What follows belongs to an exercise in optimizing a design on an open flow for small area, a short achievable clock period and few clock cycles per item; a production flow would make more cautious choices. Where RTL was checked, it was by simulation tests only, not by an equivalence proof against the original. Power and IR drop assume default switching activity.

==> flow/design.v (excerpt) <==
module tcmp_codec (
    input  wire        clk,
    input  wire        rst,
    input  wire        rx_valid,
    input  wire [7:0]  rx_byte,
    output wire        rx_ready,
    output wire        ud_valid,
    output wire [7:0]  ud_byte,
    output wire        ev_valid,
    output wire [1:0]  ev_kind,
    output wire [15:0] ev_family,
    output wire [7:0]  ev_code,
    output wire [15:0] ev_paylen,
    input  wire        msg_valid,
    output wire        msg_ready,
    input  wire [15:0] msg_family,
    input  wire [7:0]  msg_code,
    input  wire [15:0] msg_paylen,
    input  wire        pl_valid,
    output wire        pl_ready,
    input  wire [7:0]  pl_byte,
    output wire        tx_valid,
    input  wire        tx_ready,
    output wire [7:0]  tx_byte
);
==> module tcmp_tx, before the edit <==
module tcmp_tx (
    input  wire        clk,
    input  wire        rst,
    input  wire        msg_valid,
    output reg         msg_ready,
    input  wire [15:0] msg_family,
    input  wire [7:0]  msg_code,
    input  wire [15:0] msg_paylen,
    input  wire        pl_valid,
    output reg         pl_ready,
    input  wire [7:0]  pl_byte,
    output reg         out_valid,
    input  wire        out_ready,
    output reg  [7:0]  out_byte
);
    localparam [7:0] FLAG = 8'h7E;
    localparam [7:0] ESC  = 8'h7D;
    localparam S_IDLE = 0,    
               S_LENH = 1,
               S_LENL = 2,
               S_LCS  = 3,
               S_FAMH = 4,
               S_FAML = 5,
               S_CODE = 6,
               S_PAY  = 7,
               S_CRCH = 8,
               S_CRCL = 9,
               S_EOF  = 10;
    reg [10:0] state;
    reg [15:0] remain;     
    reg        esc_pend;   
    reg        esc_bit;    
    reg [15:0] crc;
    reg        pay_last;   
    reg        skid_v;     
    reg [7:0]  skid;
    wire is_packet = !state[S_IDLE] && !state[S_EOF];
    wire [7:0] cur = ({8{state[S_LENH] | state[S_LCS]}} & remain[15:8]) |
                     ({8{state[S_LENL]}} & remain[7:0]) |
                     ({8{state[S_FAMH]}} & msg_family[15:8]) |
                     ({8{state[S_FAML]}} & msg_family[7:0]) |
                     ({8{state[S_CODE]}} & msg_code) |
                     ({8{state[S_PAY]}}  & pl_byte) |
                     ({8{state[S_CRCH]}} & crc[15:8]) |
                     ({8{state[S_CRCL]}} & crc[7:0]) |
                     ({8{!is_packet}}    & FLAG);
    wire cur_esc   = (cur[7:2] == 6'b011111) && (cur[1] ^ cur[0]);    
    wire have_byte = state[S_IDLE] ? msg_valid :
                     state[S_PAY]  ? pl_valid  : 1'b1;
    wire make      = !skid_v && (esc_pend || have_byte);
    wire advance   = !skid_v && !esc_pend && have_byte;
    wire [7:0] line_byte = esc_pend               ? {6'b010111, !esc_bit, esc_bit} :   
                           (is_packet && cur_esc) ? ESC : cur;
    wire out_free = !out_valid || out_ready;
    wire skid_v_n = out_free ? 1'b0 : (skid_v || make);
    wire pay_zero = (msg_paylen == 16'd0);
    wire [10:0] state_adv;
    assign state_adv[S_IDLE] = state[S_EOF];
    assign state_adv[S_LENH] = state[S_IDLE];
    assign state_adv[S_LENL] = state[S_LENH];
    assign state_adv[S_LCS]  = state[S_LENL];
    assign state_adv[S_FAMH] = state[S_LCS];
    assign state_adv[S_FAML] = state[S_FAMH];
    assign state_adv[S_CODE] = state[S_FAML];
    assign state_adv[S_PAY]  = (state[S_CODE] && !pay_zero) || (state[S_PAY] && !pay_last);
    assign state_adv[S_CRCH] = (state[S_CODE] && pay_zero) || (state[S_PAY] && pay_last);
    assign state_adv[S_CRCL] = state[S_CRCH];
    assign state_adv[S_EOF]  = state[S_CRCL];
    wire [10:0] state_n    = advance ? state_adv : state;
    wire        esc_pend_n = make ? (!esc_pend && is_packet && cur_esc) : esc_pend;
    reg [15:0] remain_dec;
    integer i;
    always @(*) begin
        for (i = 0; i < 16; i = i + 1)
            remain_dec[i] = remain[i] ^ ~|(remain & ((16'd1 << i) - 16'd1));
    end
    wire [15:0] crc_next;
    tcmp_crc16_byte u_crc (.crc_in(crc), .data(cur), .crc_out(crc_next));
    always @(posedge clk) begin
        if (rst) begin
            state     <= 11'd1 << S_IDLE;
            esc_pend  <= 1'b0;
            msg_ready <= 1'b0;
            pl_ready  <= 1'b0;
            skid_v    <= 1'b0;
            out_valid <= 1'b0;
        end else begin
            state     <= state_n;
            esc_pend  <= esc_pend_n;
            skid_v    <= skid_v_n;
            msg_ready <= state_n[S_CODE] && !esc_pend_n && !skid_v_n;
            pl_ready  <= state_n[S_PAY]  && !esc_pend_n && !skid_v_n;
            if (out_free) begin
                out_valid <= skid_v || make;
                out_byte  <= skid_v ? skid : line_byte;
            end
            if (!skid_v)
                skid <= line_byte;
            if (make && !esc_pend)
                esc_bit <= cur[0];
            if (advance) begin
                if (state[S_IDLE])
                    crc <= 16'h6363;
                else if (!state[S_CRCH] && !state[S_CRCL] && !state[S_EOF])
                    crc <= crc_next;
                if (state[S_IDLE])
                    remain <= msg_paylen + 16'd5;
                if (state[S_LENH])
                    remain[15:8] <= remain[15:8] + remain[7:0];
                if (state[S_LENL])
                    remain[15:8] <= 8'h00 - remain[15:8];
                if (state[S_CODE]) begin
                    remain   <= msg_paylen;
                    pay_last <= (msg_paylen == 16'd1);
                end
                if (state[S_PAY]) begin
                    remain   <= remain_dec;
                    pay_last <= (remain == 16'd2);
                end
            end
        end
    end
endmodule
==> flow/config.mk <==
export PLATFORM = sky130hd
export DESIGN_NAME = tcmp_codec
export DESIGN_NICKNAME = tcmp_codec
export VERILOG_FILES = /design/flow/design.v
export SDC_FILE = /design/flow/constraint.sdc
export NUM_CORES = 4
export LEC_CHECK = 0
export CAP_MARGIN = 20
export CORE_MARGIN = 2
export CORE_UTILIZATION = 70
export CTS_BUF_LIST = sky130_fd_sc_hd__clkbuf_4 sky130_fd_sc_hd__clkbuf_8
export PLACE_DENSITY = 0.85
export SETUP_SLACK_MARGIN = 2.2
export SLEW_MARGIN = 20
==> flow/constraint.sdc <==
create_clock -name core_clock -period 4.5 [get_ports {clk}]
set_input_delay 0.9000 -clock core_clock [delete_from_list [all_inputs] [get_ports {clk}]]
set_output_delay 0.9000 -clock core_clock [all_outputs]
set_load 0.01 [all_outputs]
standard.sh (not shown) runs the stock make flow with config.mk's settings and CLKGATE_MAP_FILE= SYNTH_SCRIPT=/design/flow/synth_recipe.tcl, a recipe that flattens the netlist after the stock synthesis.
==> flow/flow/run.sh <==
#!/bin/bash
# Standard layout, with plain buffers (not delay cells) on the ports.
export BUFFER_PORTS_ARGS="-buffer_cell sky130_fd_sc_hd__buf_2"
bash standard.sh > standard.log 2>&1
Change:
--- a/flow/design.v
+++ b/flow/design.v
@@ -257,7 +257,5 @@
                     remain <= msg_paylen + 16'd5;
                 if (state[S_LENH])
-                    remain[15:8] <= remain[15:8] + remain[7:0];
-                if (state[S_LENL])
-                    remain[15:8] <= 8'h00 - remain[15:8];
+                    remain[15:8] <= 8'h00 - (remain[15:8] + remain[7:0]);
                 if (state[S_CODE]) begin
                     remain   <= msg_paylen;
Effect:
- via count fell by 2.0%
- cell area fell by 2.2%
- total power fell by 2.6%
- clock power fell by about 8%
- setup slack gets worse by 0.0048 ns
- clock skew is about the same
- routed wire length fell by 5.0%
Testbench counts after the change, summed over its fixed seeds: cycles 50,961, items 50,921.
For the first run of this note, only the layout was checked, not whether the RTL still works.

## before
The RTL this note starts from:
==> flow/design.v <==
module tcmp_crc16_byte (
    input  wire [15:0] crc_in,
    input  wire [7:0]  data,
    output reg  [15:0] crc_out
);
    integer i;
    reg [15:0] c;
    always @(*) begin
        c = crc_in ^ {8'h00, data};
        for (i = 0; i < 8; i = i + 1) begin
            if (c[0])
                c = (c >> 1) ^ 16'h8408;
            else
                c = c >> 1;
        end
        crc_out = c;
    end
endmodule
module tcmp_rx (
    input  wire        clk,
    input  wire        rst,
    input  wire        in_valid,
    input  wire [7:0]  in_byte,
    output wire        in_ready,
    output reg         ud_valid,
    output reg  [7:0]  ud_byte,
    output reg         ev_valid,
    output reg  [1:0]  ev_kind,
    output wire [15:0] ev_family,
    output wire [7:0]  ev_code,
    output wire [15:0] ev_paylen
);
    localparam [7:0] FLAG = 8'h7E;
    localparam [7:0] ESC  = 8'h7D;
    localparam [1:0] EV_MSG  = 2'd1;
    localparam [1:0] EV_HDLC = 2'd2;
    localparam [1:0] EV_TCMP = 2'd3;
    reg        esc;        
    reg        bad;        
    reg        body;       
    reg [15:0] cnt;        
    reg        lcs_ok;     
    reg [15:0] plen;       
    reg        short;      
    reg        lo_borrow;  
    reg [15:0] family;     
    reg [7:0]  code;
    reg [7:0]  last2;      
    reg [15:0] crc;        
    assign in_ready  = 1'b1;
    assign ev_family = family;
    assign ev_code   = code;
    assign ev_paylen = plen;
    reg       in_v;
    reg [7:0] in_b;
    reg       is_flag, is_esc, esc_ok;
    always @(posedge clk) begin
        in_v    <= in_valid && !rst;
        in_b    <= in_byte;
        is_flag <= (in_byte == FLAG);
        is_esc  <= (in_byte == ESC);
        esc_ok  <= (in_byte == 8'h5D) || (in_byte == 8'h5E);
    end
    wire [7:0] unesc_val = {in_b[7:6], in_b[5] ^ esc, in_b[4:0]};
    wire produce = in_v && !is_flag && !bad &&
                   (esc ? esc_ok : !is_esc);
    wire [15:0] crc_next;
    tcmp_crc16_byte u_crc (.crc_in(crc), .data(last2), .crc_out(crc_next));
    reg [15:0] cnt_inc;
    integer i;
    always @(*) begin
        for (i = 0; i < 16; i = i + 1)
            cnt_inc[i] = cnt[i] ^ &(cnt | ~((16'd1 << i) - 16'd1));
    end
    wire [2:0]  hpos    = cnt[2:0];    
    wire [7:0]  lcs_s  = plen[15:8] ^ plen[7:0] ^ family[15:8];
    wire [7:0]  lcs_c  = (plen[15:8] & plen[7:0]) | (plen[15:8] & family[15:8]) |
                         (plen[7:0] & family[15:8]);
    wire [7:0]  lcs_y  = {lcs_c[6:0], 1'b0};
    wire        lcs_zero = ((lcs_s ^ lcs_y) == {lcs_s[6:0] | lcs_y[6:0], 1'b0});
    wire [8:0]  plen_lo_m5 = {1'b0, plen[7:0]} - 9'd5;
    wire [8:0]  plen_hi_m1 = {1'b0, plen[15:8]} - {8'd0, lo_borrow};
    wire        empty   = !body && (hpos == 3'd0);
    wire decode_ok = body && lcs_ok && !short && (cnt == plen) &&
                     (crc == {last2, ud_byte});
    always @(posedge clk) begin
        if (rst) begin
            esc      <= 1'b0;
            bad      <= 1'b0;
            body     <= 1'b0;
            cnt      <= 16'hFFF8;
            crc      <= 16'h6363;
            ud_valid <= 1'b0;
            ev_valid <= 1'b0;
        end else begin
            ud_valid <= produce;
            ev_valid <= 1'b0;
            if (in_v) begin
                if (is_flag) begin
                    ev_valid <= bad || esc || !empty;
                    ev_kind  <= (bad || esc) ? EV_HDLC :
                                decode_ok    ? EV_MSG  : EV_TCMP;
                    esc  <= 1'b0;
                    bad  <= 1'b0;
                    body <= 1'b0;
                    cnt  <= 16'hFFF8;
                    crc  <= 16'h6363;
                end else if (!bad) begin
                    if (esc) begin
                        esc <= 1'b0;
                        if (!esc_ok)
                            bad <= 1'b1;
                    end else if (is_esc) begin
                        esc <= 1'b1;
                    end
                end
            end
            if (produce) begin
                ud_byte <= unesc_val;
                last2   <= ud_byte;
                if (!(body && cnt == 16'hFFFF))
                    cnt <= cnt_inc;
                if (!body && hpos == 3'd7)
                    body <= 1'b1;
                if (!body) begin
                    case (hpos)
                        3'd0: plen[15:8]   <= unesc_val;
                        3'd1: plen[7:0]    <= unesc_val;
                        3'd2: family[15:8] <= unesc_val;
                        3'd3: begin
                            lcs_ok       <= lcs_zero;
                            plen[7:0]    <= plen_lo_m5[7:0];
                            lo_borrow    <= plen_lo_m5[8];
                            family[15:8] <= unesc_val;
                        end
                        3'd4: begin
                            plen[15:8]   <= plen_hi_m1[7:0];
                            short        <= plen_hi_m1[8];
                            family[7:0]  <= unesc_val;
                        end
                        3'd5: code         <= unesc_val;
                        default: ;
                    endcase
                end
                if (body || hpos >= 3'd2)
                    crc <= crc_next;
            end
        end
    end
endmodule
module tcmp_tx (
    input  wire        clk,
    input  wire        rst,
    input  wire        msg_valid,
    output reg         msg_ready,
    input  wire [15:0] msg_family,
    input  wire [7:0]  msg_code,
    input  wire [15:0] msg_paylen,
    input  wire        pl_valid,
    output reg         pl_ready,
    input  wire [7:0]  pl_byte,
    output reg         out_valid,
    input  wire        out_ready,
    output reg  [7:0]  out_byte
);
    localparam [7:0] FLAG = 8'h7E;
    localparam [7:0] ESC  = 8'h7D;
    localparam S_IDLE = 0,    
               S_LENH = 1,
               S_LENL = 2,
               S_LCS  = 3,
               S_FAMH = 4,
               S_FAML = 5,
               S_CODE = 6,
               S_PAY  = 7,
               S_CRCH = 8,
               S_CRCL = 9,
               S_EOF  = 10;
    reg [10:0] state;
    reg [15:0] remain;     
    reg        esc_pend;   
    reg        esc_bit;    
    reg [15:0] crc;
    reg        pay_last;   
    reg        skid_v;     
    reg [7:0]  skid;
    wire is_packet = !state[S_IDLE] && !state[S_EOF];
    wire [7:0] cur = ({8{state[S_LENH] | state[S_LCS]}} & remain[15:8]) |
                     ({8{state[S_LENL]}} & remain[7:0]) |
                     ({8{state[S_FAMH]}} & msg_family[15:8]) |
                     ({8{state[S_FAML]}} & msg_family[7:0]) |
                     ({8{state[S_CODE]}} & msg_code) |
                     ({8{state[S_PAY]}}  & pl_byte) |
                     ({8{state[S_CRCH]}} & crc[15:8]) |
                     ({8{state[S_CRCL]}} & crc[7:0]) |
                     ({8{!is_packet}}    & FLAG);
    wire cur_esc   = (cur[7:2] == 6'b011111) && (cur[1] ^ cur[0]);    
    wire have_byte = state[S_IDLE] ? msg_valid :
                     state[S_PAY]  ? pl_valid  : 1'b1;
    wire make      = !skid_v && (esc_pend || have_byte);
    wire advance   = !skid_v && !esc_pend && have_byte;
    wire [7:0] line_byte = esc_pend               ? {6'b010111, !esc_bit, esc_bit} :   
                           (is_packet && cur_esc) ? ESC : cur;
    wire out_free = !out_valid || out_ready;
    wire skid_v_n = out_free ? 1'b0 : (skid_v || make);
    wire pay_zero = (msg_paylen == 16'd0);
    wire [10:0] state_adv;
    assign state_adv[S_IDLE] = state[S_EOF];
    assign state_adv[S_LENH] = state[S_IDLE];
    assign state_adv[S_LENL] = state[S_LENH];
    assign state_adv[S_LCS]  = state[S_LENL];
    assign state_adv[S_FAMH] = state[S_LCS];
    assign state_adv[S_FAML] = state[S_FAMH];
    assign state_adv[S_CODE] = state[S_FAML];
    assign state_adv[S_PAY]  = (state[S_CODE] && !pay_zero) || (state[S_PAY] && !pay_last);
    assign state_adv[S_CRCH] = (state[S_CODE] && pay_zero) || (state[S_PAY] && pay_last);
    assign state_adv[S_CRCL] = state[S_CRCH];
    assign state_adv[S_EOF]  = state[S_CRCL];
    wire [10:0] state_n    = advance ? state_adv : state;
    wire        esc_pend_n = make ? (!esc_pend && is_packet && cur_esc) : esc_pend;
    reg [7:0] lo_dec, hi_dec;
    integer i;
    always @(*) begin
        for (i = 0; i < 8; i = i + 1) begin
            lo_dec[i] = remain[i]   ^ ~|(remain[7:0]  & ((8'd1 << i) - 8'd1));
            hi_dec[i] = remain[8+i] ^ ~|(remain[15:8] & ((8'd1 << i) - 8'd1));
        end
    end
    wire        lo_zero    = (remain[7:0] == 8'd0);
    wire [15:0] remain_dec = {lo_zero ? hi_dec : remain[15:8], lo_dec};
    wire [15:0] crc_next;
    tcmp_crc16_byte u_crc (.crc_in(crc), .data(cur), .crc_out(crc_next));
    always @(posedge clk) begin
        if (rst) begin
            state     <= 11'd1 << S_IDLE;
            esc_pend  <= 1'b0;
            msg_ready <= 1'b0;
            pl_ready  <= 1'b0;
            skid_v    <= 1'b0;
            out_valid <= 1'b0;
        end else begin
            state     <= state_n;
            esc_pend  <= esc_pend_n;
            skid_v    <= skid_v_n;
            msg_ready <= state_n[S_CODE] && !esc_pend_n && !skid_v_n;
            pl_ready  <= state_n[S_PAY]  && !esc_pend_n && !skid_v_n;
            if (out_free) begin
                out_valid <= skid_v || make;
                out_byte  <= skid_v ? skid : line_byte;
            end
            if (!skid_v)
                skid <= line_byte;
            if (make && !esc_pend)
                esc_bit <= cur[0];
            if (advance) begin
                if (state[S_IDLE])
                    crc <= 16'h6363;
                else if (!state[S_CRCH] && !state[S_CRCL] && !state[S_EOF])
                    crc <= crc_next;
                if (state[S_IDLE])
                    remain <= msg_paylen + 16'd5;
                if (state[S_LENH])
                    remain[15:8] <= 8'h00 - (remain[15:8] + remain[7:0]);
                if (state[S_CODE]) begin
                    remain   <= msg_paylen;
                    pay_last <= (msg_paylen == 16'd1);
                end
                if (state[S_PAY]) begin
                    remain   <= remain_dec;
                    pay_last <= (remain == 16'd2);
                end
            end
        end
    end
endmodule
module tcmp_codec (
    input  wire        clk,
    input  wire        rst,
    input  wire        rx_valid,
    input  wire [7:0]  rx_byte,
    output wire        rx_ready,
    output wire        ud_valid,
    output wire [7:0]  ud_byte,
    output wire        ev_valid,
    output wire [1:0]  ev_kind,
    output wire [15:0] ev_family,
    output wire [7:0]  ev_code,
    output wire [15:0] ev_paylen,
    input  wire        msg_valid,
    output wire        msg_ready,
    input  wire [15:0] msg_family,
    input  wire [7:0]  msg_code,
    input  wire [15:0] msg_paylen,
    input  wire        pl_valid,
    output wire        pl_ready,
    input  wire [7:0]  pl_byte,
    output wire        tx_valid,
    input  wire        tx_ready,
    output wire [7:0]  tx_byte
);
    tcmp_rx u_rx (
        .clk(clk), .rst(rst),
        .in_valid(rx_valid), .in_byte(rx_byte), .in_ready(rx_ready),
        .ud_valid(ud_valid), .ud_byte(ud_byte),
        .ev_valid(ev_valid), .ev_kind(ev_kind), .ev_family(ev_family),
        .ev_code(ev_code), .ev_paylen(ev_paylen)
    );
    tcmp_tx u_tx (
        .clk(clk), .rst(rst),
        .msg_valid(msg_valid), .msg_ready(msg_ready),
        .msg_family(msg_family), .msg_code(msg_code), .msg_paylen(msg_paylen),
        .pl_valid(pl_valid), .pl_ready(pl_ready), .pl_byte(pl_byte),
        .out_valid(tx_valid), .out_ready(tx_ready), .out_byte(tx_byte)
    );
endmodule
Settings: LEC_CHECK=0, CAP_MARGIN=20, CORE_MARGIN=2, CORE_UTILIZATION=70, CTS_BUF_LIST=sky130_fd_sc_hd__clkbuf_4 sky130_fd_sc_hd__clkbuf_8, PLACE_DENSITY=0.85, SETUP_SLACK_MARGIN=2.0, SLEW_MARGIN=20; clock period 4.5 ns.
==> flow/flow/run.sh <==
#!/bin/bash
# Standard layout, with plain buffers (not delay cells) on the ports.
export BUFFER_PORTS_ARGS="-buffer_cell sky130_fd_sc_hd__buf_1"
bash standard.sh > standard.log 2>&1
before completed end to end with timing, DRC and antenna clean.
For after, these inputs were changed with respect to before:
--- a/flow/design.v
+++ b/flow/design.v
@@ -217,18 +217,14 @@
     assign state_adv[S_CRCL] = state[S_CRCH];
     assign state_adv[S_EOF]  = state[S_CRCL];
     wire [10:0] state_n    = advance ? state_adv : state;
     wire        esc_pend_n = make ? (!esc_pend && is_packet && cur_esc) : esc_pend;
-    reg [7:0] lo_dec, hi_dec;
+    reg [15:0] remain_dec;
     integer i;
     always @(*) begin
-        for (i = 0; i < 8; i = i + 1) begin
-            lo_dec[i] = remain[i]   ^ ~|(remain[7:0]  & ((8'd1 << i) - 8'd1));
-            hi_dec[i] = remain[8+i] ^ ~|(remain[15:8] & ((8'd1 << i) - 8'd1));
-        end
+        for (i = 0; i < 16; i = i + 1)
+            remain_dec[i] = remain[i] ^ ~|(remain & ((16'd1 << i) - 16'd1));
     end
-    wire        lo_zero    = (remain[7:0] == 8'd0);
-    wire [15:0] remain_dec = {lo_zero ? hi_dec : remain[15:8], lo_dec};
     wire [15:0] crc_next;
     tcmp_crc16_byte u_crc (.crc_in(crc), .data(cur), .crc_out(crc_next));
     always @(posedge clk) begin
         if (rst) begin
Top routing layer in use = met4: after; top routing layer in use = met5: before
On share of flip-flops with an asynchronous set or reset after synthesis, before and after are neck and neck.
From before to after the numbers moved as follows: total power went down by 3.8%; final cell count decreased by 5 relative to the old numbers; flop and latch count out of synthesis essentially unchanged.
Cell area after layout, after vs before: down slightly
Testbench counts of after, summed over its fixed seeds: cycles 50,961, items 50,921.
The RTL of before was laid out without a check of its function.

[static timing again, ports no longer ideal]
In the flow no input, the clock included, has a driving cell. The finished layouts below were timed again as built, in two steps. Step 1, drivers: a clkbuf_16 drives clk and a buf_2 each remaining input, both assumed. Step 2 also shifts input and output timing later by t, the mid clock arrival at the registers, as if the neighbouring blocks saw the same clock. a / b / c = ideal / step 1 / step 2; a / b = the first two.
run | shift t [ns] | slack for setup (ns) | hold WS [ns]
the first run of note 1 | 0.491 | 2.060 / 2.060 / 1.747 | 0.509 / 0.509 / 0.509
the second run of note 1 | 0.510 | 2.055 / 2.055 / 1.768 | 0.497 / 0.497 / 0.497
before | 0.518 | 2.068 / 2.068 / 1.713 | 0.497 / 0.497 / 0.497
after | 0.517 | 2.040 / 2.040 / 1.724 | 0.502 / 0.502 / 0.502
After both steps every run listed still meets setup and hold. For before, which loses most, drivers alone change the setup slack by 0.000 ns; drivers and shift together by -0.355 ns.
